Context: an optimization exercise on an open-source flow, tuned for small area. The choices shown serve that exercise and are no tape-out recipe. Only simulation tests tie the RTL to the original design; equivalence was not proved. Power is estimated from default activity; no workload was simulated.

==> flow/design.v (excerpt) <==
module etu_da (
    input  wire        clk,
    input  wire        rst,           
    input  wire        op_valid,
    input  wire [31:0] op_word,
    output reg         resp_valid,
    output reg  [2:0]  resp_status,
    output wire [15:0] resp_data,
    output reg         diag_valid,
    output wire [1:0]  diag_loop,
    output wire [7:0]  diag_state,
    output wire        trig,
    output wire [15:0] motor_out,
    output wire [15:0] steer_out,
    output wire        frozen,
    output wire        irq
);
    localparam [2:0] ST_OK         = 3'd0;
    localparam [2:0] ST_RESERVED   = 3'd1;
    localparam [2:0] ST_BADINDEX   = 3'd2;
    localparam [2:0] ST_CONTRACT   = 3'd3;
    localparam [2:0] ST_RANGE      = 3'd4;
    localparam [2:0] ST_NOTENABLED = 3'd5;
    reg [7:0]  edge_phase;      
    reg [15:0] pulse_width;     
    reg [7:0]  drive_cmd;       
    reg [15:0] motor_sp;        
    reg [15:0] steer_sp;        
    reg [7:0]  st_echo, st_car, st_motor, st_steer;
    reg [5:0]  wake_echo;       
    reg [3:0]  wake_car;        
    reg        wake_motor;      
    reg        wake_steer;      
    reg [15:0] tcnt;
    reg        es;
    reg        armed;           
    reg        capf;
    reg        trig_r;
    reg        echo_in;
    reg        fatal_f;         
    reg        wdt_one;         
    reg [15:0] motor_out_r;
    reg [15:0] steer_out_r;
    reg [2:0]  rsel;            
    reg [1:0]  dloop;           
    assign trig      = trig_r;
    assign motor_out = motor_out_r;
    assign steer_out = steer_out_r;
    assign frozen    = fatal_f;
    assign irq       = capf & armed;
    wire [3:0]  cls = op_word[31:28];
    wire [3:0]  op  = op_word[27:24];
    wire [3:0]  idx = op_word[23:20];
  ...
Size in the first run: about 170 flip-flops, about 100 I/O pins, ~0.0086 mm² of cells after synthesis.
export LEC_CHECK = 0
export ABC_AREA = 1
export CAP_MARGIN = 0
export CORE_MARGIN = 2
export CORE_UTILIZATION = 60
export GPL_TIMING_DRIVEN = 0
export PLACE_DENSITY = 0.7
export SLEW_MARGIN = 0
create_clock -name core_clock -period 6.0 [get_ports {clk}]
run.sh (not shown) runs the stock make flow with config.mk's settings and CLKGATE_MAP_FILE= SYNTH_SCRIPT=/design/flow/synth_recipe.tcl, a recipe that flattens the netlist after the stock synthesis.
The starting point completed with no timing, DRC or antenna violations.
==> next run, changes <==
==> flow/flow/run.sh (new file) <==
#!/bin/bash
# Layout flow: the standard ORFS flow (standard.sh) with
#  - synthesis: the standard script with an area-oriented ABC mapping
#    (flow/synth_area.tcl, flow/area.abc) and no full-adder extraction;
#  - small (buf_1) port buffers;
#  - a clock tree of clkbuf_8 without dummy loads.
# Full tool output goes to flow.log here; per-step logs are under orfs/logs/.
set -euo pipefail
D=$(cd "$(dirname "${BASH_SOURCE[0]}")" && pwd)
export AREA_ABC_SCRIPT="$D/area.abc"
bash standard.sh finish \
  SYNTH_SCRIPT="$D/synth_area.tcl" \
  ADDER_MAP_FILE= \
  BUFFER_PORTS_ARGS="-buffer_cell sky130_fd_sc_hd__buf_1" \
  CTS_ARGS="-sink_clustering_enable -repair_clock_nets -dont_use_dummy_load -buf_list sky130_fd_sc_hd__clkbuf_8" \
  > flow.log 2>&1
==> flow/flow/area.abc (new file) <==
strash
&get -n
&fraig -x
&put
scorr
dc2
strash
&get -n
&dch -f
&nf -R 1000
&put
==> flow/flow/synth_area.tcl (new file) <==
# The standard synthesis script, with ABC's cell mapping replaced by an
# area-oriented script (flow/area.abc) and no full-adder extraction
# (ADDER_MAP_FILE is left empty by run.sh). Registers are mapped exactly as
# in the standard synthesis (dfflibmap runs before ABC, which sees only
# combinational logic).
proc synth {args} { yosys synth -nofsm -noshare {*}$args }
proc abc {args} {
  set i [lsearch -exact $args -script]
  if { $i >= 0 } {
    set args [lreplace $args $i [expr {$i + 1}] -script $::env(AREA_ABC_SCRIPT)]
  }
  yosys abc {*}$args
}
source $::env(SCRIPTS_DIR)/synth.tcl
# left out here: clear keep_hierarchy, flatten, clean up, hide names made inside functions, write 1_2_yosys.v
==> flow/standard.sh (new file) <==
#!/bin/bash
# synth_recipe.tcl (not shown) runs the flow's synth.tcl, then flattens the netlist and writes it again
# the make line also repeats each setting of config.mk as NAME=value (left out here)
make -C /OpenROAD-flow-scripts/flow DESIGN_CONFIG=/design/flow/config.mk WORK_HOME=/design/flow/orfs CLKGATE_MAP_FILE= SYNTH_SCRIPT=/design/flow/synth_recipe.tcl "${@:-finish}"
removed: flow/run.sh
What happened: Via count came out lower by about 26%. Flip-flop and latch count stays the same. Wire length came out lower by 23%. Critical path depth came out higher by 5. Power came out lower by 23%. Final area came out lower by about 25%. Hold slack is worse by 0.0049 ns. Cell count came out lower by about 33%. Sequential power is about the same.

separate check: timing with driven ports:
How much do the figures lean on ideal ports? The routed layouts below were timed once more, with nothing changed but the port constraints.
Step 1 assumes that a clkbuf_16 drives the clock port and a buf_2 every other input.
Step 2 also shifts input and output timing later by t, the mid clock arrival at the registers, as if the neighbouring blocks saw the same clock.
Three values: no drivers, after step 1, after step 2; two values: the first two.
run | t, ns | setup slack, ns | hold slack, ns | worst setup path at the end | pins driven straight from the clock port
the first run | 0.479 | 1.112 / 1.084 / 1.084 | 0.464 / 0.464 / 0.464 | input to output | 1
the second run | 0.479 | 0.476 / 0.490 / 0.011 | 0.459 / 0.459 / 0.459 | input to register | 1
After both steps setup and hold are still met in every run listed. The setup slack of the second run, which loses most, moves by +0.014 ns with the drivers and by -0.465 ns with both steps.
